Source: an optimization exercise on an open RTL-to-GDS flow (aim: small area, a short achievable clock period and few clock cycles). Production flows keep margins and buffers that such runs may drop.
In this exercise RTL edits were held to simulation tests only and were not proved equivalent to the original.
No activity file was given, so power comes from the tool's default toggle rates.

==> flow/design.v <==
module wordstuf_core (
    input  wire        clk,
    input  wire        rst,
    input  wire        cmd_valid,
    output wire        cmd_ready,
    input  wire [39:0] cmd,
    output reg         rsp_valid,
    output reg         rsp_err,
    output reg         rsp_flag,
    output reg  [31:0] rsp_value
);
    localparam [31:0] MARKER_WORD = 32'hCAFEB8DA;
    localparam [7:0]  MK0 = 8'hDA, MK1 = 8'hB8, MK2 = 8'hFE, MK3 = 8'hCA;
    localparam [7:0] OP_ENC_OFFSET = 8'h01;
    localparam [7:0] OP_DEC_OFFSET = 8'h02;
    localparam [7:0] OP_SCAN_SETW  = 8'h10;
    localparam [7:0] OP_SCAN_GETW  = 8'h11;
    localparam [7:0] OP_SCAN_START = 8'h12;
    localparam [7:0] OP_SCAN_BYTE  = 8'h13;
    localparam [7:0] OP_DEC_INIT   = 8'h20;
    localparam [7:0] OP_DEC_INGEST = 8'h21;
    localparam [7:0] OP_DEC_STATUS = 8'h22;
    localparam [7:0] OP_DEC_LAST   = 8'h23;
    localparam [7:0] OP_ENC_FRAME  = 8'h30;
    localparam [7:0] OP_DST_WRITE  = 8'h40;
    localparam [7:0] OP_DST_READ   = 8'h41;
    localparam [7:0] OP_ENC_WRITE  = 8'h50;
    localparam [7:0] OP_ENC_READ   = 8'h51;
    localparam [2:0] ST_PARSING        = 3'd0;
    localparam [2:0] ST_DST_OVERRUN    = 3'd1;
    localparam [2:0] ST_OFFSET_TOO_BIG = 3'd2;
    localparam [2:0] ST_OFFSET_ODD     = 3'd4;
    function [7:0] mk_lane(input [1:0] k, input [1:0] a);
        case (k - a)
            2'd0: mk_lane = MK0;
            2'd1: mk_lane = MK1;
            2'd2: mk_lane = MK2;
            default: mk_lane = MK3;
        endcase
    endfunction
    function [15:0] quad_rows(input [5:0] a);
        integer q;
        begin
            for (q = 0; q < 4; q = q + 1)
                quad_rows[q*4 +: 4] = a[5:2] + ((q < a[1:0]) ? 4'd1 : 4'd0);
        end
    endfunction
    reg        v_q;
    reg [39:0] cmd_q;
    reg [1:0]  fsm;
    localparam [1:0] F_IDLE = 2'd0, F_SCAN = 2'd1, F_LAST = 2'd2, F_WALK = 2'd3;
    wire busy = (fsm != F_IDLE);
    wire hold = v_q & busy;
    assign cmd_ready = !rst & !hold;
    always @(posedge clk) begin
        if (!hold) cmd_q <= cmd;
    end
    always @(posedge clk) begin
        if (rst) v_q <= 1'b0;
        else if (!hold) v_q <= cmd_valid;
    end
    wire [7:0]  opcode = cmd_q[39:32];
    wire [31:0] arg    = cmd_q[31:0];
    wire [7:0]  in_b   = arg[7:0];
    wire [5:0]  idx    = arg[13:8];
    wire        exec   = v_q & !busy;
    reg legal;
    always @(*) begin
        case (opcode)
            OP_ENC_OFFSET, OP_DEC_OFFSET, OP_SCAN_SETW:
                legal = 1'b1;
            OP_SCAN_GETW, OP_SCAN_START, OP_DEC_STATUS, OP_DEC_LAST:
                legal = (arg == 32'd0);
            OP_SCAN_BYTE, OP_DEC_INGEST:
                legal = (arg[31:8] == 24'd0);
            OP_DEC_INIT:
                legal = (arg[31:7] == 25'd0) && (arg[6:0] >= 7'd8) && (arg[6:0] <= 7'd64);
            OP_ENC_FRAME:
                legal = (arg[31:6] == 26'd0) && (arg[5:0] <= 6'd56);
            OP_DST_WRITE, OP_ENC_WRITE:
                legal = (arg[31:14] == 18'd0);
            OP_DST_READ, OP_ENC_READ:
                legal = (arg[31:14] == 18'd0) && (arg[7:0] == 8'd0);
            default:
                legal = 1'b0;
        endcase
    end
    wire ok = exec & legal;
    wire is_ingest    = (opcode == OP_DEC_INGEST);
    wire is_dst_write = (opcode == OP_DST_WRITE);
    wire is_enc_write = (opcode == OP_ENC_WRITE);
    wire is_enc_frame = (opcode == OP_ENC_FRAME);
    reg [7:0]  dst [0:63];
    reg [7:0]  enc [0:63];
    reg [31:0] scn_w;
    reg [31:0] scn_p;
    reg        dec_ovr;           
    reg [2:0]  dec_last;
    reg [6:0]  dec_cur;
    reg [1:0]  dec_k;             
    reg [6:0]  dec_cap;
    reg [5:0]  walk_n;            
    reg [15:0] walk_rows;         
    reg [6:0]  walk_t;            
    reg [5:0]  enc_len;
    reg [3:0]  enc_row;           
    reg [6:0]  enc_rem;           
    reg [5:0]  enc_dist;          
    reg [5:0]  enc_slot;          
    reg [23:0] enc_carry;         
    wire [15:0] dst_rrows = (fsm == F_WALK) ? walk_rows : {4{idx[5:2]}};
    wire [3:0]  enc_rrow  = (fsm == F_SCAN) ? enc_row : idx[5:2];
    wire [7:0]  dst_lane [0:3];
    wire [7:0]  enc_lane [0:3];
    genvar gk, gm;
    generate
        for (gk = 0; gk < 4; gk = gk + 1) begin : g_rd
            wire [3:0] dr = dst_rrows[gk*4 +: 4];
            assign dst_lane[gk] = dst[{dr, gk[1:0]}];
            assign enc_lane[gk] = enc[{enc_rrow, gk[1:0]}];
        end
    endgenerate
    wire dec_complete = (dec_k == 2'd3) && (in_b == MK3);
    wire [1:0] dec_k_next = (in_b == MK0) ? 2'd1 :
                            (in_b == MK1 && dec_k == 2'd1) ? 2'd2 :
                            (in_b == MK2 && dec_k == 2'd2) ? 2'd3 : 2'd0;
    wire dec_room = (dec_cur < dec_cap);
    wire [7:0] h0 = dst[0], h1 = dst[1], h2 = dst[2], h3 = dst[3];
    wire       h_big  = (h1 != 8'd0) || (h2 != 8'd0) || (h3[6:0] != 7'd0);
    wire [6:0] h_t    = dec_cur - 7'd7;              
    wire       h_c0   = (dec_cur == 7'd3);
    wire       h_odd0 = (dec_cur < 7'd7);            
    wire       h_end  = !h_big && (h0[6:0] == h_t);
    wire       h_odd  = h_big || ({1'b0, h0[6:0]} + 8'd4 > {1'b0, h_t});
    wire [5:0] h_n    = h0[5:0] + 6'd4;
    wire [1:0] wa = walk_n[1:0];
    reg  [7:0] f0;
    reg        f_big, f_huge;
    integer k;
    always @(*) begin
        f0 = 8'd0; f_big = 1'b0; f_huge = 1'b0;
        for (k = 0; k < 4; k = k + 1) begin
            if (k[1:0] == wa)        f0 = dst_lane[k];
            if (k[1:0] == wa + 2'd1) f_big = f_big | (dst_lane[k] != 8'd0);
            if (k[1:0] == wa + 2'd2) f_big = f_big | (dst_lane[k] != 8'd0);
            if (k[1:0] == wa + 2'd3) begin
                f_big  = f_big | (dst_lane[k][6:0] != 7'd0);
                f_huge = dst_lane[k][7];
            end
        end
    end
    wire       f_end = !f_big && (f0[6:0] == walk_t);
    wire       f_odd = f_big || ({1'b0, f0[6:0]} + 8'd4 > {1'b0, walk_t});
    wire [5:0] f_n   = walk_n + f0[5:0] + 6'd4;
    wire [6:0] f_t   = walk_t - {1'b0, f0[6:0]} - 7'd4;
    wire [55:0] ewin = {enc_lane[3], enc_lane[2], enc_lane[1], enc_lane[0], enc_carry};
    reg  [3:0]  e_hitv;
    integer j;
    always @(*) begin
        for (j = 0; j < 4; j = j + 1)
            e_hitv[j] = (ewin[j*8 +: 32] == MARKER_WORD) && !enc_rem[6] && (enc_rem[5:0] >= j[5:0]);
    end
    wire       e_hit  = |e_hitv;
    wire       e_last = enc_rem[6] || (enc_rem[5:0] <= 6'd3);
    wire [1:0] e_j    = e_hitv[1] ? 2'd1 : e_hitv[2] ? 2'd2 : e_hitv[3] ? 2'd3 : 2'd0;
    wire [5:0] e_link = enc_dist + {4'd0, e_j};
    wire [5:0] e_end  = enc_len - enc_slot;
    wire       enc_link_now = (fsm == F_LAST) || (fsm == F_SCAN && (e_hit || e_last));
    wire [5:0] link_d = (fsm == F_SCAN && e_hit) ? e_link : e_end;
    reg  [15:0] dst_wrows, enc_wrows;
    reg  [3:0]  dst_wlanes, enc_wlanes;
    reg         dst_we, enc_we;
    reg  [7:0]  dst_wd [0:3];
    reg  [7:0]  enc_wd [0:3];
    always @(*) begin
        for (k = 0; k < 4; k = k + 1) dst_wd[k] = in_b;
        if (fsm == F_WALK) begin
            dst_wrows  = walk_rows;
            dst_wlanes = 4'b1111;
            for (k = 0; k < 4; k = k + 1) dst_wd[k] = mk_lane(k[1:0], walk_n[1:0]);
            dst_we     = !f_huge;
        end else if (is_dst_write) begin
            dst_wrows  = {4{idx[5:2]}};
            dst_wlanes = 4'b0001 << idx[1:0];
            dst_we     = ok;
        end else begin
            dst_wrows  = {4{dec_cur[5:2]}};
            dst_wlanes = 4'b0001 << dec_cur[1:0];
            dst_we     = ok && is_ingest && !dec_complete && !dec_ovr && dec_room;
        end
        for (k = 0; k < 4; k = k + 1) enc_wd[k] = in_b;
        if (busy) begin
            enc_wrows  = quad_rows(enc_slot);
            enc_wlanes = 4'b1111;
            for (k = 0; k < 4; k = k + 1)
                enc_wd[k] = (k[1:0] == enc_slot[1:0]) ? {2'b0, link_d} : 8'd0;
            enc_we     = enc_link_now;
        end else if (is_enc_frame) begin
            enc_wrows  = quad_rows(arg[5:0] + 6'd4);
            enc_wlanes = 4'b1111;
            for (k = 0; k < 4; k = k + 1) enc_wd[k] = mk_lane(k[1:0], arg[1:0]);
            enc_we     = ok;
        end else begin
            enc_wrows  = {4{idx[5:2]}};
            enc_wlanes = 4'b0001 << idx[1:0];
            enc_we     = ok && is_enc_write;
        end
    end
    generate
        for (gk = 0; gk < 4; gk = gk + 1) begin : g_wr
            for (gm = 0; gm < 16; gm = gm + 1) begin : g_row
                wire d_sel = dst_wlanes[gk] && (dst_wrows[gk*4 +: 4] == gm);
                wire e_sel = enc_wlanes[gk] && (enc_wrows[gk*4 +: 4] == gm);
                always @(posedge clk) begin
                    if (d_sel && dst_we) dst[gm*4+gk] <= dst_wd[gk];
                    if (e_sel && enc_we) enc[gm*4+gk] <= enc_wd[gk];
                end
            end
        end
    endgenerate
    wire [31:0] scn_w_next = {in_b, scn_w[31:8]};
    wire [31:0] scn_p_next = scn_p + 32'd1;
    reg        r_valid, r_err, r_flag;
    reg [31:0] r_value;
    always @(*) begin
        r_valid = 1'b0; r_err = 1'b0; r_flag = 1'b0; r_value = 32'd0;
        if (exec) begin
            r_valid = 1'b1;
            if (!legal) r_err = 1'b1;
            else case (opcode)
                OP_ENC_OFFSET: r_value = {arg[30:7], 1'b0, arg[6:0]};
                OP_DEC_OFFSET: begin
                    r_flag  = arg[31];
                    r_value = {1'b0, arg[31:8], arg[6:0]};
                end
                OP_SCAN_GETW: r_value = scn_w;
                OP_SCAN_BYTE: begin
                    r_flag  = (scn_w_next == MARKER_WORD);
                    r_value = scn_p_next;
                end
                OP_DEC_INGEST: begin
                    if (dec_complete && !dec_ovr && !h_c0 && !h_odd0 && !h3[7] && !h_end && !h_odd)
                        r_valid = 1'b0;              
                    else if (dec_complete && !dec_ovr && !h_c0 && !h_odd0 && !h3[7] && h_end) begin
                        r_flag  = 1'b1;
                        r_value = {25'd0, h_t};
                    end
                end
                OP_DEC_STATUS: r_value = {31'd0, dec_ovr};
                OP_DEC_LAST:   r_value = {29'd0, dec_last};
                OP_ENC_FRAME:  r_valid = 1'b0;       
                OP_DST_READ:   r_value = {24'd0, dst_lane[idx[1:0]]};
                OP_ENC_READ:   r_value = {24'd0, enc_lane[idx[1:0]]};
                default: ;
            endcase
        end
        case (fsm)
            F_WALK: begin
                if (f_huge || f_end || f_odd) r_valid = 1'b1;
                if (!f_huge && f_end) begin
                    r_flag  = 1'b1;
                    r_value = {25'd0, dec_cur - 7'd7};
                end
            end
            F_SCAN, F_LAST: begin
                if (fsm == F_LAST || (e_last && !e_hit)) begin
                    r_valid = 1'b1;
                    r_value = {26'd0, enc_len} + 32'd8;
                end
            end
            default: ;
        endcase
    end
    always @(posedge clk) begin
        rsp_err   <= r_err;
        rsp_flag  <= r_flag;
        rsp_value <= r_value;
        if (rst) rsp_valid <= 1'b0;
        else     rsp_valid <= r_valid;
    end
    always @(posedge clk) begin
        if (rst) begin
            fsm      <= F_IDLE;
            scn_w    <= 32'd0;
            scn_p    <= 32'd0;
            dec_ovr  <= 1'b0;
            dec_last <= ST_PARSING;
            dec_cur  <= 7'd0;
            dec_k    <= 2'd0;
            dec_cap  <= 7'd64;
        end else begin
            if (ok) begin
                case (opcode)
                    OP_SCAN_SETW:  scn_w <= arg;
                    OP_SCAN_START: scn_p <= 32'd0;
                    OP_SCAN_BYTE: begin
                        scn_w <= scn_w_next;
                        scn_p <= scn_p_next;
                    end
                    OP_DEC_INIT: begin
                        dec_cap  <= arg[6:0];
                        dec_ovr  <= 1'b0;
                        dec_cur  <= 7'd0;
                        dec_k    <= 2'd0;
                        dec_last <= ST_PARSING;
                    end
                    OP_DEC_INGEST: begin
                        if (!dec_complete) begin
                            dec_k <= dec_k_next;
                            if (!dec_ovr) begin
                                if (dec_room) dec_cur <= dec_cur + 7'd1;
                                else          dec_ovr <= 1'b1;
                            end
                        end else begin
                            dec_k   <= 2'd0;
                            dec_ovr <= 1'b0;
                            dec_cur <= 7'd0;
                            if (dec_ovr)
                                dec_last <= ST_DST_OVERRUN;
                            else if (h_c0)
                                ;                            
                            else if (h_odd0)
                                dec_last <= ST_OFFSET_ODD;
                            else if (h3[7])
                                dec_last <= ST_OFFSET_TOO_BIG;
                            else if (h_end)
                                dec_last <= ST_PARSING;
                            else if (h_odd)
                                dec_last <= ST_OFFSET_ODD;
                            else begin
                                dec_cur   <= dec_cur;
                                walk_n    <= h_n;
                                walk_rows <= quad_rows(h_n);
                                walk_t    <= h_t - {1'b0, h0[6:0]} - 7'd4;
                                fsm       <= F_WALK;
                            end
                        end
                    end
                    OP_ENC_FRAME: begin
                        enc_len   <= arg[5:0];
                        enc_row   <= 4'd1;
                        enc_rem   <= {1'b0, arg[5:0]} - 7'd1;
                        enc_dist  <= 6'd61;                  
                        enc_slot  <= 6'd0;
                        enc_carry <= 24'd0;
                        fsm       <= (arg[5:0] == 6'd0) ? F_LAST : F_SCAN;
                    end
                    default: ;
                endcase
            end
            case (fsm)
                F_WALK: begin
                    if (f_huge || f_end || f_odd) begin
                        fsm     <= F_IDLE;
                        dec_cur <= 7'd0;
                        dec_last <= f_huge ? ST_OFFSET_TOO_BIG : f_end ? ST_PARSING : ST_OFFSET_ODD;
                    end else begin
                        walk_n    <= f_n;
                        walk_rows <= quad_rows(f_n);
                        walk_t    <= f_t;
                    end
                end
                F_SCAN: begin
                    enc_row   <= enc_row + 4'd1;
                    enc_rem   <= enc_rem - 7'd4;
                    enc_carry <= ewin[55:32];
                    if (e_hit) begin
                        enc_slot <= {enc_row, 2'b00} - 6'd3 + {4'd0, e_j};
                        enc_dist <= 6'd0 - {4'd0, e_j};
                    end else begin
                        enc_dist <= enc_dist + 6'd4;
                    end
                    if (e_last) fsm <= e_hit ? F_LAST : F_IDLE;
                end
                F_LAST: fsm <= F_IDLE;
                default: ;
            endcase
        end
    end
endmodule
==> flow/run.sh <==
#!/bin/bash
# synth_recipe.tcl (not shown) runs the flow's synth.tcl, then flattens the netlist and writes it again
# the make line also repeats each setting of config.mk as NAME=value (left out here)
make -C /OpenROAD-flow-scripts/flow DESIGN_CONFIG=/design/flow/config.mk WORK_HOME=/design/flow/orfs CLKGATE_MAP_FILE= SYNTH_SCRIPT=/design/flow/synth_recipe.tcl finish
==> flow/config.mk <==
export PLATFORM = sky130hd
export DESIGN_NAME = wordstuf_core
export DESIGN_NICKNAME = wordstuf_core
export VERILOG_FILES = /design/flow/design.v
export SDC_FILE = /design/flow/constraint.sdc
export NUM_CORES = 4
export LEC_CHECK = 0
export CAP_MARGIN = 20
export CORE_MARGIN = 2
export CORE_UTILIZATION = 40
export SLEW_MARGIN = 20
==> flow/constraint.sdc <==
create_clock -name core_clock -period 12.0 [get_ports {clk}]
set_input_delay 2.4000 -clock core_clock [delete_from_list [all_inputs] [get_ports {clk}]]
set_output_delay 2.4000 -clock core_clock [all_outputs]
set_load 0.01 [all_outputs]
==> out/qor.yml, run 1 <==
grt:
  grt_max_degree: 68
  track_usage_pct: 27.4
  grt_antenna_before_repair: 11
  busiest_layer: "met2"
  grt_pass1_vias: 42400
  grt_pass1_wl_um: 305000
  use_met1_pct: 38.3
  grt_overflow_total: 0
  use_met3_pct: 6.61
  use_met2_pct: 41.1
cts:
  ctsResizeCount: 0
  cts-htree-levels: 4
  cts_buffers: 138
  cts_tree: "yes"
  cts_root_buf: "clkbuf_16"
  cts_hold_buffers: 0
  max-clock-path-buffers: 3
  clkLatencyLatePin_ps: 800
  cts_sinks: 1268
  post-cts-setup-buffers: 0
  cts.clk_slew.worst_paths_ps: 60
placement:
  dp.cells: 6706
  dpl.hpwl_um: 146000
  gp_congestion: 0.971
  portBuffers: 78
  dpl_cell_area_um2: 62800
sta:
  rsz0062_at_grt: "false"
  whs_ps: 486
  clock.fmax_ghz: 0.131
  layout_min_cycle_time_ps: 7650
  setup_viol: 0
  worst_pin_slew_ps: 1260
  slew-limit-headroom_pct: 16.3
  drv_slew: 0
  fin_crit_sh_pct: 63.7
  setup-tns-final_ps: 0
  clock_skew_ps: 34.6
  hold_viol: 0
worst_setup_path:
  end_kind: "register"
  criticalPathCategory: "reg -> reg"
  slowest_delay_ps: 860
  crit_chain: "ha_4 -> inv_2 -> o21ai_4 -> buf_4 -> a222oi_1 -> o211a_1 -> a31oi_1 -> or4bb_1 -> or2_1 -> o41ai_4 -> a21o_1 -> buf_4 -> o41ai_4 -> buf_4 -> nor2_1"
  critPathMaxFanout: 64
  arrival_ps: 8060
  crit_top_cell: "buf_4"
  worst_path_max_delay_cell: "nor2_1"
  required_ps: 12410
  cp-start-kind: "register"
routing:
  avgViaCountPerCell: 6.49
  vias: 45100
  ant_nets: 0
  drt_iter0_markers: 7469
  wirelength_um: 214000
  drc: 0
  firstDrtPassIters: 10
  post_drt_wl_per_cell_um: 30.7
synthesis:
  ys_seq_area_share_pct: 61.8
  synth_flop_cell: "edfxtp_1"
  synth_fp_nets: 5039
  syn_inst: 4871
  avgSynthCellArea_um2: 12.2
  async_flop_share_pct: 0
  synth_edf_count: 1146
  syn-cell-area_um2: 59700
  synth_cell_types: 120
  post-synth-top-area-cell: "edfxtp_1"
  synth_area_leaders: "edfxtp_1 58%, dfxtp_1 4.1%, nor2_1 2.7%"
  ys_warn_count: 5
  synth-seq-cells: 1268
  netlist.area_leader.share_pct: 57.7
pwr:
  switching_share_pct: 24.4
  peakVddDrop_uv: 153
  p_comb_share_pct: 7.9
  p_int_mw: 7.38
  p_leak_nw: 21.9
  power_density_nw_per_um2: 145
  switching_power_mw: 2.39
  clockPowerShare_pct: 42.4
  seqPwrFrac_pct: 49.7
cells_and_area:
  instances_no_fill: 6955
  final_nets: 5084
  fin_area_um2: 67200
  drive_above_1_share_pct: 11.2
  area_growth_pct: 12.6
  post-route-util_pct: 45.4
run_status:
  status: "timing/DRC/antenna clean"
job:
  drv_cap: 0
floorplanning:
  die_w_um: 390
  core_area_um2: 148000
  die_h_um: 390
  floorplan.rows: 141
  dieArea_um2: 152000
  io_pins: 79
  start_util_pct: 40.4
hold_path:
  hold_class: "reg -> reg"
-- worst paths after layout --
path	from	cells after the start	endpoint	slack (ps)
min	scn_p[18]	2	scn_p[18]	490
max	fsm[0]	15	enc[5][5]	4350
max reg2reg	fsm[0]	15	enc[5][5]	4350
min reg2reg	scn_p[18]	2	scn_p[18]	490
-- power groups by stage --
stage / registers [mW] / logic, mW / clock network, mW
2_1_floorplan: 4.93 / 0.434 / 0
3_3_place_gp: 4.95 / 0.743 / 0
3_5_place_dp: 4.95 / 0.743 / 0
4_1_cts: 4.85 / 0.747 / 4.18
5_1_grt: 4.85 / 0.805 / 4.34
6_report: 4.85 / 0.772 / 4.14
-- routing by layer --
metal	vias up	routed length, um
li1	19100	-
met2	3021	94100
met4	8	9090
met1	22500	86600
met5	-	46
met3	515	24000
-- synth_stat cells (46+ instances only) --
| cell type | number |
|---|---|
| edfxtp_1 | 1146 |
| nor2_1 | 426 |
| nand2_1 | 361 |
| o21ai_0 | 254 |
| a21oi_1 | 213 |
| clkbuf_1 | 212 |
| a22oi_1 | 180 |
| nand3_1 | 126 |
| inv_1 | 125 |
| dfxtp_1 | 122 |
| a222oi_1 | 121 |
| ha_1 | 120 |
| and2_1 | 74 |
| xnor2_1 | 69 |
| nor3_1 | 63 |
| mux2i_1 | 62 |
| o22ai_1 | 59 |
| buf_2 | 58 |
| a22o_1 | 52 |
| nand4_1 | 51 |
| o211ai_1 | 46 |
-- stage by stage --
stage,setup WS [ps],total power [mW]
floorplan,6270,5.36
global placement,4530,5.69
detailed placement,4450,5.69
CTS,4430,9.78
global route,4170,10.0
finish,4350,9.77
-- worst max-delay path, delay by kind of cell (launching register included) --
family	cells	cell delay, ps
simple gates	3	1750
buf+inv	4	1820
fa+ha+maj	1	610
compound gates	7	2490
flops	1	460
-- kinds of logic (layout without fill, tap and decap cells) --
group	count (synthesis)	in the layout	synth area share, %
flip-flops	1268	1268	61.8
AND/OR/NAND/NOR	1497	1497	12.7
adder cells (fa/ha/maj)	125	125	2.68
multiplexers	113	113	2.15
other	0	5	0
AO/OA/AOI/OAI	1317	1317	15.8
XOR/XNOR	107	107	1.57
buffers and inverters	444	593	3.26
-- sequential cells by signal (all words and copies together), names as in the netlist, 3 cells and up --
register   count
cmd_q         40
dec_cap        7
dec_cur        7
dec_last       3
dst          512
enc          512
enc_carry     24
enc_dist       6
enc_len        6
enc_rem        7
enc_row        4
enc_slot       6
rsp_value     32
scn_p         32
scn_w         32
walk_n         6
walk_rows     16
walk_t         7
-- layout make-up --
class,count,area [um^2]
Sequential cell,1268,36900
Multi-Input combinational cell,3159,21200
Inverter,128,480
Antenna cell,5,12.5
Timing Repair Buffer,221,1850
Fill cell,13400,80700
Clock buffer,181,3750
Clock inverter,63,582
Tap cell,1930,2410
-- cells in the final DEF (no fill, tap or decap), drive strengths merged, types with 122 or more instances in the layout --
master and instances:
nor2 450, o21ai 258, nand3 127, a21oi 214, a22oi 181, nand2 366
edfxtp 1146, inv 135, buf 144, dfxtp 122, clkbuf 181
Testbench counts, summed over its fixed seeds: cycles 47,447.
==> inputs of run 2 (changes only) <==
--- a/flow/design.v
+++ b/flow/design.v
@@ -42,5 +42,7 @@
         integer q;
+        reg [3:0] r1;
         begin
+            r1 = a[5:2] + 4'd1;
             for (q = 0; q < 4; q = q + 1)
-                quad_rows[q*4 +: 4] = a[5:2] + ((q < a[1:0]) ? 4'd1 : 4'd0);
+                quad_rows[q*4 +: 4] = (q < a[1:0]) ? r1 : a[5:2];
         end
@@ -49,5 +51,8 @@
     reg [39:0] cmd_q;
-    reg [1:0]  fsm;
-    localparam [1:0] F_IDLE = 2'd0, F_SCAN = 2'd1, F_LAST = 2'd2, F_WALK = 2'd3;
-    wire busy = (fsm != F_IDLE);
+    reg        f_scan;            
+    reg        p_v;               
+    reg        f_last;            
+    reg        f_wr;              
+    reg        f_wd;              
+    wire busy = f_scan | p_v | f_last | f_wr | f_wd;
     wire hold = v_q & busy;
@@ -104,2 +109,5 @@
     reg [6:0]  walk_t;            
+    reg [6:0]  wf_b0;             
+    reg        wf_big;            
+    reg        wf_huge;           
     reg [5:0]  enc_len;
@@ -107,7 +115,9 @@
     reg [6:0]  enc_rem;           
+    reg [23:0] enc_carry;         
+    reg [3:0]  p_hitv;            
+    reg        p_last;            
     reg [5:0]  enc_dist;          
     reg [5:0]  enc_slot;          
-    reg [23:0] enc_carry;         
-    wire [15:0] dst_rrows = (fsm == F_WALK) ? walk_rows : {4{idx[5:2]}};
-    wire [3:0]  enc_rrow  = (fsm == F_SCAN) ? enc_row : idx[5:2];
+    wire [15:0] dst_rrows = f_wr ? walk_rows : {4{idx[5:2]}};
+    wire [3:0]  enc_rrow  = f_scan ? enc_row : idx[5:2];
     wire [7:0]  dst_lane [0:3];
@@ -135,2 +145,3 @@
     wire [5:0] h_n    = h0[5:0] + 6'd4;
+    wire       h_walk = dec_complete && !dec_ovr && !h_c0 && !h_odd0 && !h3[7] && !h_end && !h_odd;
     wire [1:0] wa = walk_n[1:0];
@@ -151,6 +162,7 @@
     end
-    wire       f_end = !f_big && (f0[6:0] == walk_t);
-    wire       f_odd = f_big || ({1'b0, f0[6:0]} + 8'd4 > {1'b0, walk_t});
-    wire [5:0] f_n   = walk_n + f0[5:0] + 6'd4;
-    wire [6:0] f_t   = walk_t - {1'b0, f0[6:0]} - 7'd4;
+    wire       w_end  = !wf_big && (wf_b0 == walk_t);
+    wire       w_odd  = wf_big || ({1'b0, wf_b0} + 8'd4 > {1'b0, walk_t});
+    wire       w_stop = wf_huge || w_end || w_odd;
+    wire [5:0] w_n    = walk_n + wf_b0[5:0] + 6'd4;
+    wire [6:0] w_t    = walk_t - wf_b0 - 7'd4;
     wire [55:0] ewin = {enc_lane[3], enc_lane[2], enc_lane[1], enc_lane[0], enc_carry};
@@ -162,9 +174,8 @@
     end
-    wire       e_hit  = |e_hitv;
     wire       e_last = enc_rem[6] || (enc_rem[5:0] <= 6'd3);
-    wire [1:0] e_j    = e_hitv[1] ? 2'd1 : e_hitv[2] ? 2'd2 : e_hitv[3] ? 2'd3 : 2'd0;
-    wire [5:0] e_link = enc_dist + {4'd0, e_j};
-    wire [5:0] e_end  = enc_len - enc_slot;
-    wire       enc_link_now = (fsm == F_LAST) || (fsm == F_SCAN && (e_hit || e_last));
-    wire [5:0] link_d = (fsm == F_SCAN && e_hit) ? e_link : e_end;
+    wire       p_hit  = |p_hitv;
+    wire [1:0] p_j    = p_hitv[1] ? 2'd1 : p_hitv[2] ? 2'd2 : p_hitv[3] ? 2'd3 : 2'd0;
+    wire       p_done = p_v && p_last && !p_hit;      
+    wire       enc_link_now = f_last || (p_v && (p_hit || p_last));
+    wire [5:0] link_d = (p_v && p_hit) ? (enc_dist + {4'd0, p_j}) : (enc_len - enc_slot);
     reg  [15:0] dst_wrows, enc_wrows;
@@ -176,3 +187,3 @@
         for (k = 0; k < 4; k = k + 1) dst_wd[k] = in_b;
-        if (fsm == F_WALK) begin
+        if (f_wd) begin
             dst_wrows  = walk_rows;
@@ -180,3 +191,3 @@
             for (k = 0; k < 4; k = k + 1) dst_wd[k] = mk_lane(k[1:0], walk_n[1:0]);
-            dst_we     = !f_huge;
+            dst_we     = !wf_huge;
         end else if (is_dst_write) begin
@@ -241,3 +252,3 @@
                 OP_DEC_INGEST: begin
-                    if (dec_complete && !dec_ovr && !h_c0 && !h_odd0 && !h3[7] && !h_end && !h_odd)
+                    if (h_walk)
                         r_valid = 1'b0;              
@@ -256,18 +267,13 @@
         end
-        case (fsm)
-            F_WALK: begin
-                if (f_huge || f_end || f_odd) r_valid = 1'b1;
-                if (!f_huge && f_end) begin
-                    r_flag  = 1'b1;
-                    r_value = {25'd0, dec_cur - 7'd7};
-                end
-            end
-            F_SCAN, F_LAST: begin
-                if (fsm == F_LAST || (e_last && !e_hit)) begin
-                    r_valid = 1'b1;
-                    r_value = {26'd0, enc_len} + 32'd8;
-                end
+        if (f_wd && w_stop) begin
+            r_valid = 1'b1;
+            if (!wf_huge && w_end) begin
+                r_flag  = 1'b1;
+                r_value = {25'd0, dec_cur - 7'd7};
             end
-            default: ;
-        endcase
+        end
+        if (f_last || p_done) begin
+            r_valid = 1'b1;
+            r_value = {26'd0, enc_len} + 32'd8;
+        end
     end
@@ -282,3 +288,7 @@
         if (rst) begin
-            fsm      <= F_IDLE;
+            f_scan   <= 1'b0;
+            p_v      <= 1'b0;
+            f_last   <= 1'b0;
+            f_wr     <= 1'b0;
+            f_wd     <= 1'b0;
             scn_w    <= 32'd0;
@@ -330,7 +340,4 @@
                             else begin
-                                dec_cur   <= dec_cur;
-                                walk_n    <= h_n;
-                                walk_rows <= quad_rows(h_n);
-                                walk_t    <= h_t - {1'b0, h0[6:0]} - 7'd4;
-                                fsm       <= F_WALK;
+                                dec_cur <= dec_cur;
+                                f_wr    <= 1'b1;
                             end
@@ -339,9 +346,4 @@
                     OP_ENC_FRAME: begin
-                        enc_len   <= arg[5:0];
-                        enc_row   <= 4'd1;
-                        enc_rem   <= {1'b0, arg[5:0]} - 7'd1;
-                        enc_dist  <= 6'd61;                  
-                        enc_slot  <= 6'd0;
-                        enc_carry <= 24'd0;
-                        fsm       <= (arg[5:0] == 6'd0) ? F_LAST : F_SCAN;
+                        if (arg[5:0] == 6'd0) f_last <= 1'b1;
+                        else                  f_scan <= 1'b1;
                     end
@@ -350,29 +352,56 @@
             end
-            case (fsm)
-                F_WALK: begin
-                    if (f_huge || f_end || f_odd) begin
-                        fsm     <= F_IDLE;
-                        dec_cur <= 7'd0;
-                        dec_last <= f_huge ? ST_OFFSET_TOO_BIG : f_end ? ST_PARSING : ST_OFFSET_ODD;
-                    end else begin
-                        walk_n    <= f_n;
-                        walk_rows <= quad_rows(f_n);
-                        walk_t    <= f_t;
-                    end
+            if (f_wr) begin
+                f_wr <= 1'b0;
+                f_wd <= 1'b1;
+            end
+            if (f_wd) begin
+                f_wd <= 1'b0;
+                if (w_stop) begin
+                    dec_cur  <= 7'd0;
+                    dec_last <= wf_huge ? ST_OFFSET_TOO_BIG : w_end ? ST_PARSING : ST_OFFSET_ODD;
+                end else begin
+                    f_wr <= 1'b1;
                 end
-                F_SCAN: begin
-                    enc_row   <= enc_row + 4'd1;
-                    enc_rem   <= enc_rem - 7'd4;
-                    enc_carry <= ewin[55:32];
-                    if (e_hit) begin
-                        enc_slot <= {enc_row, 2'b00} - 6'd3 + {4'd0, e_j};
-                        enc_dist <= 6'd0 - {4'd0, e_j};
-                    end else begin
-                        enc_dist <= enc_dist + 6'd4;
-                    end
-                    if (e_last) fsm <= e_hit ? F_LAST : F_IDLE;
+            end
+            p_v <= f_scan;
+            if (f_scan && e_last) f_scan <= 1'b0;
+            if (p_v && p_last && p_hit) f_last <= 1'b1;
+            if (f_last) f_last <= 1'b0;
+        end
+    end
+    always @(posedge clk) begin
+        wf_b0   <= f0[6:0];
+        wf_big  <= f_big;
+        wf_huge <= f_huge;
+        p_hitv  <= e_hitv;
+        p_last  <= e_last;
+        if (!busy) begin
+            walk_n    <= h_n;
+            walk_rows <= quad_rows(h_n);
+            walk_t    <= h_t - {1'b0, h0[6:0]} - 7'd4;
+            enc_len   <= arg[5:0];
+            enc_row   <= 4'd1;
+            enc_rem   <= {1'b0, arg[5:0]} - 7'd1;
+            enc_carry <= 24'd0;
+            enc_dist  <= 6'd61;                  
+            enc_slot  <= 6'd0;
+        end else begin
+            if (f_wd) begin
+                walk_n    <= w_n;
+                walk_rows <= quad_rows(w_n);
+                walk_t    <= w_t;
+            end
+            if (f_scan) begin
+                enc_row   <= enc_row + 4'd1;
+                enc_rem   <= enc_rem - 7'd4;
+                enc_carry <= ewin[55:32];
+            end
+            if (p_v) begin
+                if (p_hit) begin
+                    enc_slot <= {enc_row, 2'b00} - 6'd7 + {4'd0, p_j};
+                    enc_dist <= 6'd0 - {4'd0, p_j};
+                end else begin
+                    enc_dist <= enc_dist + 6'd4;
                 end
-                F_LAST: fsm <= F_IDLE;
-                default: ;
-            endcase
+            end
         end
==> out/qor.yml, run 2 <==
run_status:
  status: "timing/DRC/antenna clean"
synthesis:
  synth.area.mux_share_pct: 1.52  # -0.63 points
  ys_warn_count: 5  # unchanged
  synth_simple_gate_area_share_pct: 11.2  # -1.5 points
  synth_fa_ha_area_share_pct: 2.34  # -0.34 points
  synth_cell_types: 98  # -18%
  synth_top_family_by_area: "compound AO/OA/AOI/OAI gates"
  ys_top_cells_by_count: "1102 x edfxtp_1, 413 x nor2_1, 333 x nand2_1, 242 x a21oi_1, 224 x a22oi_1"
  avgSynthCellArea_um2: 12.5  # +2.3%
  async_flop_share_pct: 0  # unchanged
  synth_edf_count: 1102  # -3.8%
  netlist.area_leader.share_pct: 58.5  # +0.78 points
  post-synth-top-area-cell: "edfxtp_1"
  ys_seq_area_share_pct: 64.8  # +3.0 points
  synth_area_leaders: "edfxtp_1 58%, dfxtp_1 6.3%, a22oi_1 3.0%"
  synth_compound_area_share_pct: 15.6  # -0.26 points
  post_synth_xor_area_fraction_pct: 1.83  # +0.25 points
  synth_fp_nets: 4664  # -7.4%
  syn_inst: 4518  # -7.2%
  synth.most_common_cell: "edfxtp_1"
  syn-cell-area_um2: 56600  # -5.1%
  synth_flop_cell: "edfxtp_1"
  synth-seq-cells: 1281  # +1.0%
grt:
  grt_antenna_before_repair: 5  # -6
  track_usage_pct: 25.8  # -1.6 points
  grt_pass1_vias: 39000  # -7.9%
  grt_overflow_total: 0  # unchanged
  grt_max_degree: 80  # +18%
  grt_pass1_wl_um: 276000  # -9.4%
hold_path:
  whs_path_depth: 2  # unchanged
  hold_class: "reg -> reg"
cts:
  cts_hold_buffers: 0  # unchanged
  cts_root_buf: "clkbuf_16"
  cts_sinks: 1281  # +1.0%
  post-cts-setup-buffers: 0  # unchanged
  ctsResizeCount: 0  # unchanged
  max-clock-path-buffers: 3  # unchanged
  cts_tree: "yes"
  cts_buffers: 136  # -1.4%
  clkLatencyLatePin_ps: 790  # about the same
  cts-htree-levels: 4  # unchanged
  cts.clk_slew.worst_paths_ps: 70  # about the same
cells_and_area:
  area_growth_pct: 13.1
  final_common_cell: "edfxtp_1"
  mostFrequentLayoutCells: "1102 x edfxtp_1, 407 x nor2_1, 330 x nand2_1, 236 x a21oi_1, 215 x a22oi_1"
  instances_no_fill: 6552  # -5.8%
  post-route-util_pct: 45.4  # about the same
  drive_above_1_share_pct: 9.80  # -1.4 points
  fillCellCount: 12600  # -5.4%
  top_regs: "dst (512), enc (512), cmd_q (40)"
  regArea_um2: 36700  # -0.48%
  final_nets: 4697  # -7.6%
  multi_input_area_um2: 18800  # -11%
worst_setup_path:
  crit_top_cell: "nor3_1"
  path_buf_inv: 2  # -2
  critPathTopFamily: "simple AND/OR/NAND/NOR gates"
  reg2reg_depth: 13  # -2
  r2r-start: "cmd_q[1]"
  worst_path_max_delay_cell: "nor3_1"
  end_kind: "register"
  critPathMaxFanout: 17  # -73%
  arrival_ps: 6510  # -1550 ps
  cp-endpoint: "enc[26][3]"
  crit_chain: "inv_1 -> ha_1 -> nor4bb_2 -> a21oi_1 -> o32ai_1 -> nor3_1 -> o21ai_1 -> nor2b_1 -> a211oi_2 -> buf_4 -> a21oi_2 -> or3b_1 -> nor3_1"
  r2r-end: "enc[26][3]"
  ff2ff_setup_slack_ps: 5900  # +1540 ps
  criticalPathCategory: "reg -> reg"
  cp-start-kind: "register"
  slowest_delay_ps: 840  # -20 ps
  crit_cells: 13  # -2
  required_ps: 12400  # about the same
  cp-startpoint: "cmd_q[1]"
sta:
  drv_slew: 0  # unchanged
  rsz0062_at_grt: "false"
  layout_min_cycle_time_ps: 6100  # -1540 ps
  slew-limit-headroom_pct: 21.7  # +5.4 points
  setup-tns-final_ps: 0  # unchanged
  fin_crit_sh_pct: 50.9  # -13 points
  setup_viol: 0  # unchanged
  clock.fmax_ghz: 0.164  # +25%
  hold_viol: 0  # unchanged
  worst_pin_slew_ps: 1180  # -80.6 ps
  clock_skew_ps: 55.7  # +21.1 ps
  setup_ws_ps: 5900  # +1540 ps
floorplanning:
  die_h_um: 380  # -2.6%
  dieArea_um2: 145000  # -5.1%
  die_w_um: 380  # -2.6%
  io_pins: 79  # unchanged
  core_area_um2: 141000  # -4.6%
  start_util_pct: 40.1  # -0.23 points
  floorplan.rows: 138  # -2.1%
placement:
  pre_cts_slack_ps: 5740  # +1280 ps
  portBuffers: 78  # unchanged
  dp.cells: 6302  # -6.0%
  gp_congestion: 0.957  # -1.4%
  dpl.hpwl_um: 131000  # -11%
routing:
  wirelength_um: 192000  # -10%
  vias: 41300  # -8.4%
  avgViaCountPerCell: 6.31  # -2.8%
  ant_nets: 0  # unchanged
  drc: 0  # unchanged
  dr_wl_met3_um: 20900  # -13%
  drt_iter0_markers: 6631  # -11%
  firstDrtPassIters: 9  # -1
  dr_wl_met2_um: 87200  # -7.4%
  wl_met1_um: 76100  # -12%
  highest_layer: "met4"
  post_drt_wl_per_cell_um: 29.3  # -4.6%
pwr:
  power_density_nw_per_um2: 150  # +3.1%
  peakVddDrop_uv: 125  # -18%
  p_leak_nw: 20.8  # -5.1%
job:
  drv_cap: 0  # unchanged
## run 2: cell count changes after synthesis, moves of 26 or more
cell,before,now
o21ai_0,254,193
and2_1,74,15
dfxtp_1,122,179
a22oi_1,180,224
edfxtp_1,1146,1102
inv_1,125,91
a21oi_1,213,242
a311oi_1,36,7
nand2_1,361,333
o211ai_1,46,19
nor3_1,63,89
## run 2: tightest hold or removal path, cell delays in order, from the launching register on
cell     delay [ps]
dfxtp_1         300
nand2_1          50
o21ai_0          60
## run 2: final cells by class
class	instances	share of cell area, %
clock buffers	173	5.74
multi-input cells	2861	29.3
clock inverters	75	1.05
flip-flops and latches	1281	57.3
repair buffers	176	2.36
diodes	1	0.00391
well taps	1890	3.69
inverters	95	0.557
## run 2: routing by layer
metal  GRT usage (%)  vias to the layer above
met3            5.15                      460
li1                -                    17700
met1            35.7                    20500
met2            40.0                     2680
met5               0                        -
met4            10.2                        0
## run 2: worst min path at each step
stage / startpoint / endpoint
floorplan: enc_carry[5] / enc_carry[5]
global placement: enc_carry[7] / enc_carry[7]
detailed placement: enc_carry[1] / enc_carry[1]
CTS: enc_carry[4] / enc_carry[4]
global route: enc_carry[4] / enc_carry[4]
finish: enc_carry[4] / enc_carry[4]
## run 2: power by group
group          internal, mW  leakage [nW]  total, mW  switching (mW)
registers              4.84          11.5       4.86          0.0229
logic                 0.165          7.15      0.599           0.434
clock network          2.34          2.13       4.14            1.80
total                  7.35          20.8       9.60            2.26
## run 2: cells by family (layout without fill, tap and decap cells)
family / after synthesis / count (layout)
AND/OR/NAND/NOR: 1310 / 1310
flip-flops: 1281 / 1281
AO/OA/AOI/OAI: 1248 / 1248
buffers and inverters: 376 / 519
XOR/XNOR: 118 / 118
adder cells (fa/ha/maj): 103 / 103
multiplexers: 82 / 82
other: 0 / 1
## run 2: metrics by stage
stage / total power [mW] / hold slack, ps / area [um^2]
6_report: 9.60 / 463 / 64000
5_1_grt: 9.84 / 487 / 64000
4_1_cts: 9.63 / 463 / 63900
3_5_place_dp: 5.54 / 454 / 59600
3_3_place_gp: 5.54 / 448 / 59500
2_1_floorplan: 5.26 / 433 / 56600
Testbench counts of run 2, summed over its fixed seeds: cycles 47,848.
==> inputs of run 3 (changes only) <==
--- a/flow/design.v
+++ b/flow/design.v
@@ -50,3 +50,2 @@
     reg        v_q;
-    reg [39:0] cmd_q;
     reg        f_scan;            
@@ -59,40 +58,59 @@
     assign cmd_ready = !rst & !hold;
-    always @(posedge clk) begin
-        if (!hold) cmd_q <= cmd;
-    end
-    always @(posedge clk) begin
-        if (rst) v_q <= 1'b0;
-        else if (!hold) v_q <= cmd_valid;
-    end
-    wire [7:0]  opcode = cmd_q[39:32];
-    wire [31:0] arg    = cmd_q[31:0];
-    wire [7:0]  in_b   = arg[7:0];
-    wire [5:0]  idx    = arg[13:8];
-    wire        exec   = v_q & !busy;
-    reg legal;
+    wire [7:0]  in_op  = cmd[39:32];
+    wire [31:0] in_arg = cmd[31:0];
+    reg in_legal;
     always @(*) begin
-        case (opcode)
+        case (in_op)
             OP_ENC_OFFSET, OP_DEC_OFFSET, OP_SCAN_SETW:
-                legal = 1'b1;
+                in_legal = 1'b1;
             OP_SCAN_GETW, OP_SCAN_START, OP_DEC_STATUS, OP_DEC_LAST:
-                legal = (arg == 32'd0);
+                in_legal = (in_arg == 32'd0);
             OP_SCAN_BYTE, OP_DEC_INGEST:
-                legal = (arg[31:8] == 24'd0);
+                in_legal = (in_arg[31:8] == 24'd0);
             OP_DEC_INIT:
-                legal = (arg[31:7] == 25'd0) && (arg[6:0] >= 7'd8) && (arg[6:0] <= 7'd64);
+                in_legal = (in_arg[31:7] == 25'd0) && (in_arg[6:0] >= 7'd8) && (in_arg[6:0] <= 7'd64);
             OP_ENC_FRAME:
-                legal = (arg[31:6] == 26'd0) && (arg[5:0] <= 6'd56);
+                in_legal = (in_arg[31:6] == 26'd0) && (in_arg[5:0] <= 6'd56);
             OP_DST_WRITE, OP_ENC_WRITE:
-                legal = (arg[31:14] == 18'd0);
+                in_legal = (in_arg[31:14] == 18'd0);
             OP_DST_READ, OP_ENC_READ:
-                legal = (arg[31:14] == 18'd0) && (arg[7:0] == 8'd0);
+                in_legal = (in_arg[31:14] == 18'd0) && (in_arg[7:0] == 8'd0);
             default:
-                legal = 1'b0;
+                in_legal = 1'b0;
         endcase
     end
-    wire ok = exec & legal;
-    wire is_ingest    = (opcode == OP_DEC_INGEST);
-    wire is_dst_write = (opcode == OP_DST_WRITE);
-    wire is_enc_write = (opcode == OP_ENC_WRITE);
-    wire is_enc_frame = (opcode == OP_ENC_FRAME);
+    reg [31:0] arg;
+    reg        legal;
+    reg        is_enc_offset, is_dec_offset, is_scan_setw, is_scan_getw, is_scan_start,
+               is_scan_byte, is_dec_init, is_ingest, is_dec_status, is_dec_last,
+               is_enc_frame, is_dst_write, is_dst_read, is_enc_write, is_enc_read;
+    always @(posedge clk) begin
+        if (!hold) begin
+            arg           <= in_arg;
+            legal         <= in_legal;
+            is_enc_offset <= (in_op == OP_ENC_OFFSET);
+            is_dec_offset <= (in_op == OP_DEC_OFFSET);
+            is_scan_setw  <= (in_op == OP_SCAN_SETW);
+            is_scan_getw  <= (in_op == OP_SCAN_GETW);
+            is_scan_start <= (in_op == OP_SCAN_START);
+            is_scan_byte  <= (in_op == OP_SCAN_BYTE);
+            is_dec_init   <= (in_op == OP_DEC_INIT);
+            is_ingest     <= (in_op == OP_DEC_INGEST);
+            is_dec_status <= (in_op == OP_DEC_STATUS);
+            is_dec_last   <= (in_op == OP_DEC_LAST);
+            is_enc_frame  <= (in_op == OP_ENC_FRAME);
+            is_dst_write  <= (in_op == OP_DST_WRITE);
+            is_dst_read   <= (in_op == OP_DST_READ);
+            is_enc_write  <= (in_op == OP_ENC_WRITE);
+            is_enc_read   <= (in_op == OP_ENC_READ);
+        end
+    end
+    always @(posedge clk) begin
+        if (rst) v_q <= 1'b0;
+        else if (!hold) v_q <= cmd_valid;
+    end
+    wire [7:0]  in_b   = arg[7:0];
+    wire [5:0]  idx    = arg[13:8];
+    wire        exec   = v_q & !busy;
+    wire        ok     = exec & legal;
     reg [7:0]  dst [0:63];
@@ -240,5 +258,5 @@
             if (!legal) r_err = 1'b1;
-            else case (opcode)
-                OP_ENC_OFFSET: r_value = {arg[30:7], 1'b0, arg[6:0]};
-                OP_DEC_OFFSET: begin
+            else begin
+                if (is_enc_offset) r_value = {arg[30:7], 1'b0, arg[6:0]};
+                if (is_dec_offset) begin
                     r_flag  = arg[31];
@@ -246,4 +264,4 @@
                 end
-                OP_SCAN_GETW: r_value = scn_w;
-                OP_SCAN_BYTE: begin
+                if (is_scan_getw) r_value = scn_w;
+                if (is_scan_byte) begin
                     r_flag  = (scn_w_next == MARKER_WORD);
@@ -251,3 +269,3 @@
                 end
-                OP_DEC_INGEST: begin
+                if (is_ingest) begin
                     if (h_walk)
@@ -259,9 +277,8 @@
                 end
-                OP_DEC_STATUS: r_value = {31'd0, dec_ovr};
-                OP_DEC_LAST:   r_value = {29'd0, dec_last};
-                OP_ENC_FRAME:  r_valid = 1'b0;       
-                OP_DST_READ:   r_value = {24'd0, dst_lane[idx[1:0]]};
-                OP_ENC_READ:   r_value = {24'd0, enc_lane[idx[1:0]]};
-                default: ;
-            endcase
+                if (is_dec_status) r_value = {31'd0, dec_ovr};
+                if (is_dec_last)   r_value = {29'd0, dec_last};
+                if (is_enc_frame)  r_valid = 1'b0;   
+                if (is_dst_read)   r_value = {24'd0, dst_lane[idx[1:0]]};
+                if (is_enc_read)   r_value = {24'd0, enc_lane[idx[1:0]]};
+            end
         end
@@ -302,10 +319,10 @@
             if (ok) begin
-                case (opcode)
-                    OP_SCAN_SETW:  scn_w <= arg;
-                    OP_SCAN_START: scn_p <= 32'd0;
-                    OP_SCAN_BYTE: begin
-                        scn_w <= scn_w_next;
-                        scn_p <= scn_p_next;
-                    end
-                    OP_DEC_INIT: begin
+                if (is_scan_setw)  scn_w <= arg;
+                if (is_scan_start) scn_p <= 32'd0;
+                if (is_scan_byte) begin
+                    scn_w <= scn_w_next;
+                    scn_p <= scn_p_next;
+                end
+                case (1'b1)
+                    is_dec_init: begin
                         dec_cap  <= arg[6:0];
@@ -316,3 +333,3 @@
                     end
-                    OP_DEC_INGEST: begin
+                    is_ingest: begin
                         if (!dec_complete) begin
@@ -345,3 +362,3 @@
                     end
-                    OP_ENC_FRAME: begin
+                    is_enc_frame: begin
                         if (arg[5:0] == 6'd0) f_last <= 1'b1;
==> flow/flow/run.sh (new file) <==
#!/bin/bash
# The standard layout (standard.sh, all steps), with one change: the buffers
# that ORFS puts on every input and output port are sky130_fd_sc_hd__buf_2
# instead of the platform's default delay buffer. The whole flow's output is
# kept in flow_standard.log in the work folder; ORFS's per-step logs are under
# orfs/logs.
set -euo pipefail
export BUFFER_PORTS_ARGS="-buffer_cell sky130_fd_sc_hd__buf_2"
bash standard.sh > flow_standard.log 2>&1
==> flow/standard.sh (new file) <==
#!/bin/bash
# synth_recipe.tcl (not shown) runs the flow's synth.tcl, then flattens the netlist and writes it again
# the make line also repeats each setting of config.mk as NAME=value (left out here)
make -C /OpenROAD-flow-scripts/flow DESIGN_CONFIG=/design/flow/config.mk WORK_HOME=/design/flow/orfs CLKGATE_MAP_FILE= SYNTH_SCRIPT=/design/flow/synth_recipe.tcl "${@:-finish}"
removed: flow/run.sh
==> out/qor.yml, run 3 <==
job:
  drv_cap: 0  # unchanged
sta:
  layout_min_cycle_time_ps: 5670  # -438 ps
  slew-limit-headroom_pct: 22.9  # +1.3 points
  setup_ws_ps: 6330  # +438 ps
  rsz0062_at_grt: "false"
  clock.fmax_ghz: 0.176  # +7.7%
  drv_slew: 0  # unchanged
  fin_crit_sh_pct: 47.2  # -3.6 points
  whs_ps: 459  # -3.95 ps
  clock_skew_ps: 23.0  # -32.6 ps
  worst_pin_slew_ps: 1150  # -28.3 ps
  hold_viol: 0  # unchanged
  setup_viol: 0  # unchanged
  setup-tns-final_ps: 0  # unchanged
synthesis:
  synth-seq-cells: 1289  # +0.62%
  synth_edf_count: 1110  # +0.73%
  syn-cell-area_um2: 57000  # +0.76%
  synth_area_leaders: "edfxtp_1 58%, dfxtp_1 6.3%, a22oi_1 2.8%"
  avgSynthCellArea_um2: 12.7  # +1.2%
  async_flop_share_pct: 0  # unchanged
  netlist.area_leader.share_pct: 58.4  # about the same
  syn_inst: 4499  # -0.42%
  ys_top_cells_by_count: "1110 x edfxtp_1, 415 x nor2_1, 268 x nand2_1, 216 x clkbuf_1, 213 x o21ai_0"
  synth_fp_nets: 4644  # -0.43%
  synth.most_common_cell: "edfxtp_1"
  post-synth-top-area-cell: "edfxtp_1"
  synth_flop_cell: "edfxtp_1"
  synth_cell_types: 94  # -4.1%
  ys_seq_area_share_pct: 64.7  # -0.069 points
  ys_warn_count: 5  # unchanged
pwr:
  p_total_mw: 9.65  # +0.54%
  power_density_nw_per_um2: 149  # -0.38%
  p_leak_nw: 21.0  # +1.3%
  peakVddDrop_uv: 129  # +2.5%
cts:
  post-cts-setup-buffers: 0  # unchanged
  ctsResizeCount: 0  # unchanged
  cts.clk_slew.worst_paths_ps: 70  # about the same
  cts-htree-levels: 4  # unchanged
  cts_tree: "yes"
  cts_buffers: 134  # -1.5%
  cts_root_buf: "clkbuf_16"
  cts_hold_buffers: 0  # unchanged
  clkLatencyLatePin_ps: 780  # about the same
  cts_sinks: 1289  # +0.62%
  max-clock-path-buffers: 3  # unchanged
cells_and_area:
  top_regs: "dst (512), enc (512)"
  mostFrequentLayoutCells: "1110 x edfxtp_1, 406 x nor2_1, 264 x nand2_1, 208 x a22oi_1, 203 x o21ai_0"
  area_growth_pct: 13.3
  instances_no_fill: 6540  # -0.18%
  post-route-util_pct: 45.7  # +0.25 points
  antenna_cells: 0  # -1
  final_nets: 4684  # -0.28%
  drive_above_1_share_pct: 12.7  # +2.9 points
  fin_area_um2: 64600  # +0.92%
  final_common_cell: "edfxtp_1"
  fillCellCount: 12800  # +1.2%
routing:
  ant_nets: 0  # unchanged
  firstDrtPassIters: 9  # unchanged
  vias: 41100  # -0.41%
  post_drt_wl_per_cell_um: 29.0  # -1.1%
  avgViaCountPerCell: 6.29  # -0.23%
  wirelength_um: 190000  # -1.3%
  drt_iter0_markers: 5886  # -11%
  drc: 0  # unchanged
grt:
  grt_max_degree: 80  # unchanged
  track_usage_pct: 25.4  # -0.37 points
  grt_pass1_vias: 39400  # +0.99%
  grt_pass1_wl_um: 274000  # -0.69%
  grt_antenna_before_repair: 7  # +2
  grt_overflow_total: 0  # unchanged
worst_setup_path:
  required_ps: 9600  # -2800 ps
  critPathMaxFanout: 60  # +43
  cp-start-kind: "register"
  end_kind: "output pin"
  criticalPathCategory: "reg -> out"
  arrival_ps: 3270  # -3240 ps
  reg2reg_depth: 12  # -1
placement:
  pre_cts_slack_ps: 6380  # +645 ps
  dpl.hpwl_um: 127000  # -3.2%
  gp_congestion: 0.967  # +1.1%
  portBuffers: 78  # unchanged
  dpl_cell_area_um2: 60100  # +0.84%
  dp.cells: 6292  # -0.16%
floorplanning:
  io_pins: 79  # unchanged
  dieArea_um2: 146000  # +0.75%
  die_h_um: 382  # +0.38%
  start_util_pct: 40.3  # +0.16 points
  core_area_um2: 142000  # +0.37%
  die_w_um: 382  # +0.38%
  floorplan.rows: 138  # unchanged
hold_path:
  whs_path_depth: 2  # unchanged
  hold_class: "reg -> reg"
run_status:
  status: "timing/DRC/antenna clean"
run 3: cell count changes after synthesis, sizes merged, moves of 18 or more:
cell | previous run | this run
a211oi | 54 | 108
clkbuf | 199 | 217
a21oi | 244 | 206
nor3 | 92 | 64
nor4 | 44 | 97
a21o | 23 | 41
a22oi | 230 | 209
a22o | 61 | 81
o21ai | 200 | 221
nand3 | 134 | 88
nand2 | 333 | 268
inv | 91 | 110
run 3: kinds of logic (layout without fill, tap and decap cells):
group                    Yosys count  count (layout)  synth area share (%)
multiplexers                      89              89                  1.90
AND/OR/NAND/NOR                 1211            1211                  10.3
flip-flops                      1289            1289                  64.7
XOR/XNOR                         122             122                  1.90
adder cells (fa/ha/maj)          102             102                  2.30
AO/OA/AOI/OAI                   1288            1288                  16.0
buffers and inverters            398             549                  2.85
run 3: where the power goes:
group          total (mW)  switching, mW  internal, mW
Sequential           4.89         0.0161          4.87
Combinational       0.592          0.425         0.167
Clock                4.18           1.80          2.38
run 3: final cells by class:
class / instances / area [um^2] / area share, %
flip-flops and latches: 1289 / 36900 / 57.1
inverters: 110 / 413 / 0.639
clock inverters: 81 / 702 / 1.09
multi-input cells: 2812 / 19300 / 29.9
clock buffers: 166 / 3670 / 5.68
repair buffers: 192 / 1250 / 1.93
well taps: 1890 / 2360 / 3.66
run 3: path summary, 6_finish.rpt:
kind / start / endpoint / slack, ps
setup / recovery: f_scan / cmd_ready / 6330
hold / removal: dec_cap[4] / dec_cap[4] / 460
setup reg to reg: f_scan / enc[60][1] / 6880
hold reg to reg: dec_cap[4] / dec_cap[4] / 460
run 3: routing by layer:
layer / track usage (%) / routed length (um)
met3: 5.17 / 18700
met5: 0 / 56
met4: 9.63 / 7500
met2: 39.6 / 86600
met1: 35.1 / 76700
run 3: critical path, cell delays in order (launching register included):
cell and delay, ps:
dfxtp_2 310, buf_4 290, nor4_1 810, nand2_4 310, a21oi_1 550, buf_2 240
Testbench counts of run 3, summed over its fixed seeds: cycles 47,848.
==> inputs of run 4 (changes only) <==
==> flow/run.sh (new file) <==
#!/bin/bash
# synth_recipe.tcl (not shown) runs the flow's synth.tcl, then flattens the netlist and writes it again
# the make line also repeats each setting of config.mk as NAME=value (left out here)
make -C /OpenROAD-flow-scripts/flow DESIGN_CONFIG=/design/flow/config.mk WORK_HOME=/design/flow/orfs CLKGATE_MAP_FILE= SYNTH_SCRIPT=/design/flow/synth_recipe.tcl finish
removed: flow/flow/run.sh
removed: flow/standard.sh
==> out/qor.yml, run 4 <==
run_status:
  status: "timing/DRC/antenna clean"
routing:
  firstDrtPassIters: 6  # -3
  avgViaCountPerCell: 6.25  # -0.73%
  post_drt_wl_per_cell_um: 28.6  # -1.3%
  ant_nets: 0  # unchanged
  drc: 0  # unchanged
  vias: 41000  # -0.44%
  drt_iter0_markers: 5549  # -5.7%
  wirelength_um: 188000  # -1.0%
sta:
  setup_ws_ps: 5900  # -437 ps
  worst_pin_slew_ps: 1120  # -24.0 ps
  setup_viol: 0  # unchanged
  drv_slew: 0  # unchanged
  clock_skew_ps: 33.6  # +10.5 ps
  setup-tns-final_ps: 0  # unchanged
  hold_viol: 0  # unchanged
  fin_crit_sh_pct: 50.9  # +3.6 points
  slew-limit-headroom_pct: 24.6  # +1.7 points
  rsz0062_at_grt: "false"
  layout_min_cycle_time_ps: 6100  # +437 ps
  clock.fmax_ghz: 0.164  # -7.2%
floorplanning:
  die_w_um: 382  # unchanged
  io_pins: 79  # unchanged
  die_h_um: 382  # unchanged
  start_util_pct: 40.3  # unchanged
  floorplan.rows: 138  # unchanged
  core_area_um2: 142000  # unchanged
  dieArea_um2: 146000  # unchanged
worst_setup_path:
  slowest_delay_ps: 620  # -190 ps
  path_buf_inv: 2  # unchanged
  end_kind: "output pin"
  worst_path_max_delay_cell: "clkdlybuf4s50_1"
  critPathTopFamily: "buffers and inverters"
  criticalPathCategory: "in -> out"
  critPathMaxFanout: 41  # -32%
  arrival_ps: 3700  # +430 ps
  ff2ff_setup_slack_ps: 6960  # +80 ps
  cp-start-kind: "primary input"
  r2r-start: "f_scan"
  required_ps: 9600  # about the same
  reg2reg_depth: 11  # -1
  r2r-end: "enc[36][6]"
  crit_chain: "buf_4 -> a21oi_1 -> clkdlybuf4s50_1"
hold_path:
  hold_class: "reg -> reg"
  worstHoldEndpoint: "dec_cap[4]"
  whs_path_depth: 2  # unchanged
  hold_start: "dec_cap[4]"
grt:
  grt_pass1_wl_um: 270000  # -1.5%
  use_met3_pct: 4.41  # -0.77 points
  use_met2_pct: 39.0  # -0.58 points
  busiest_layer: "met2"
  grt_max_degree: 70  # -13%
  track_usage_pct: 25.1  # -0.34 points
  grt_overflow_total: 0  # unchanged
  grt_antenna_before_repair: 7  # unchanged
  grt_pass1_vias: 38500  # -2.2%
  use_met1_pct: 35.0  # -0.10 points
cts:
  clkLatencyLatePin_ps: 790  # about the same
  cts_buffers: 140  # +4.5%
  cts_hold_buffers: 0  # unchanged
  post-cts-setup-buffers: 0  # unchanged
  cts-htree-levels: 4  # unchanged
  cts.clk_slew.worst_paths_ps: 60  # about the same
  cts_tree: "yes"
  max-clock-path-buffers: 3  # unchanged
  ctsResizeCount: 0  # unchanged
  cts_root_buf: "clkbuf_16"
  cts_sinks: 1289  # unchanged
pwr:
  peakVddDrop_uv: 118  # -8.5%
  p_int_mw: 7.39  # -0.30%
  p_leak_nw: 21.1  # +0.27%
  clockPowerShare_pct: 43.0  # -0.3 points
  power_density_nw_per_um2: 148  # -0.91%
  p_total_mw: 9.64  # -0.14%
  seqPwrFrac_pct: 50.7  # about the same
  p_comb_share_pct: 6.3  # +0.2 points
  switching_power_mw: 2.25  # +0.39%
  switching_share_pct: 23.3  # +0.12 points
cells_and_area:
  mostFrequentLayoutCells: "1110 x edfxtp_1, 408 x nor2_1, 264 x nand2_1, 208 x a22oi_1, 202 x o21ai_0"
  top_regs: "dst (512), enc (512)"
  fillCellCount: 12700  # -0.92%
  post-route-util_pct: 46.0  # +0.35 points
  final_common_cell: "edfxtp_1"
  drive_above_1_share_pct: 10.8  # -1.9 points
  antenna_cells: 0  # unchanged
  final_nets: 4703  # +0.41%
  area_growth_pct: 14.2
synthesis:
  avgSynthCellArea_um2: 12.7  # unchanged
  synth_area_leaders: "edfxtp_1 58%, dfxtp_1 6.3%, a22oi_1 2.8%"
  synth_fp_nets: 4644  # unchanged
  async_flop_share_pct: 0  # unchanged
  synth_compound_area_share_pct: 16.0  # unchanged
  synth-seq-cells: 1289  # unchanged
  synth_cell_types: 94  # unchanged
  synth_edf_count: 1110  # unchanged
  syn-cell-area_um2: 57000  # unchanged
  synth.most_common_cell: "edfxtp_1"
  syn_inst: 4499  # unchanged
  ys_warn_count: 5  # unchanged
  ys_top_cells_by_count: "1110 x edfxtp_1, 415 x nor2_1, 268 x nand2_1, 216 x clkbuf_1, 213 x o21ai_0"
  synth_flop_cell: "edfxtp_1"
  synth_top_family_by_area: "compound AO/OA/AOI/OAI gates"
  ys_seq_area_share_pct: 64.7  # unchanged
  post_synth_xor_area_fraction_pct: 1.90  # unchanged
  synth_fa_ha_area_share_pct: 2.30  # unchanged
  post-synth-top-area-cell: "edfxtp_1"
  synth.area.mux_share_pct: 1.90  # unchanged
  synth_simple_gate_area_share_pct: 10.3  # unchanged
  netlist.area_leader.share_pct: 58.4  # unchanged
placement:
  pre_cts_slack_ps: 5930  # -450 ps
  gp_congestion: 0.940  # -2.8%
  dpl.hpwl_um: 126000  # -0.78%
  portBuffers: 78  # unchanged
job:
  drv_cap: 0  # unchanged
==> run 4: cell counts after synthesis <==
Identical to the previous run, type by type.
==> run 4: area by class of cell <==
class | count | area [um^2] | share of cell area (%)
clock buffer | 183 | 3760 | 5.77
inverter | 110 | 413 | 0.634
tap | 1890 | 2360 | 3.63
timing repair buffer | 205 | 1720 | 2.65
multi-input combinational | 2812 | 19400 | 29.7
sequential | 1289 | 36900 | 56.7
clock inverter | 70 | 599 | 0.920
==> run 4: power groups by stage <==
stage / sequential, mW / clock [mW] / combinational (mW)
after floorplan: 4.97 / 0 / 0.319
after global placement: 4.98 / 0 / 0.586
after detailed placement: 4.98 / 0 / 0.588
after CTS: 4.88 / 4.19 / 0.590
after global routing: 4.88 / 4.37 / 0.628
final: 4.89 / 4.15 / 0.605
==> run 4: cells by family (layout without fill, tap and decap cells) <==
group | Yosys count | after routing
flops | 1289 | 1289
compound gates | 1288 | 1288
simple gates | 1211 | 1211
buf+inv | 398 | 568
xor+xnor | 122 | 122
fa+ha+maj | 102 | 102
mux | 89 | 89
==> run 4: worst max path at each step <==
stage | start | slack [ps] | cells after the start | end
6_report | rst | 5900 | 3 | cmd_ready
5_1_grt | rst | 5870 | 3 | cmd_ready
4_1_cts | rst | 5920 | 3 | cmd_ready
3_5_place_dp | rst | 5930 | 3 | cmd_ready
3_3_place_gp | rst | 5900 | 3 | cmd_ready
2_1_floorplan | rst | 6550 | 3 | cmd_ready
==> run 4: metrics by stage <==
stage	instances	area [um^2]	hold WS, ps
3_3_place_gp	6300	60400	446
5_1_grt	6559	65100	490
6_report	6559	65100	458
3_5_place_dp	6302	60600	453
2_1_floorplan	4499	57000	424
4_1_cts	6555	65000	464
==> run 4: per-layer routing <==
layer / wire, um / share of wire [%] / vias up
li1: - / - / 17800
met1: 77400 / 41 / 20400
met2: 85200 / 45 / 2368
met3: 17200 / 9.2 / 421
met4: 7800 / 4.2 / 2
met5: 8 / 0.0043 / -
==> run 4: tightest hold or removal path: cells and delay by family, from the launching register on <==
family | cells | cell delay [ps]
AOI/OAI and AO/OA | 1 | 50
DFF | 1 | 310
and+or+nand+nor | 1 | 50

port drivers added, routing unchanged:
In the flow no input, the clock included, has a driving cell. The finished layouts below were timed again as built, in two steps. Step 1: set_driving_cell puts a clkbuf_16 on clk and a buf_2 on each other input, an assumption about the parent block. Step 2 times the ports against the registers' clock, not the clock port: input delays grow and output delays shrink by t, the midpoint of the rising clock arrivals with the driver on. Three values: no drivers, after step 1, after step 2; two values: the first two.
run | t, ns | setup slack, ns | worst setup path after step 2 | clock arrival spread, ns | worst register clock-pin slew, ns
run 1 | 0.865 | 4.351 / 4.351 / 4.351 | register to register | 0.039 / 0.039 | 0.07 / 0.07
run 2 | 0.848 | 5.895 / 5.895 / 5.895 | register to register | 0.055 / 0.056 | 0.07 / 0.07
run 3 | 0.841 | 6.333 / 6.257 / 6.327 | input to output | 0.026 / 0.026 | 0.07 / 0.07
run 4 | 0.850 | 5.896 / 5.871 / 5.871 | input to output | 0.035 / 0.034 | 0.06 / 0.06
After both steps every run listed still meets setup and hold. For run 4, which loses most, drivers alone change the setup slack by -0.025 ns; drivers and shift together by -0.025 ns.
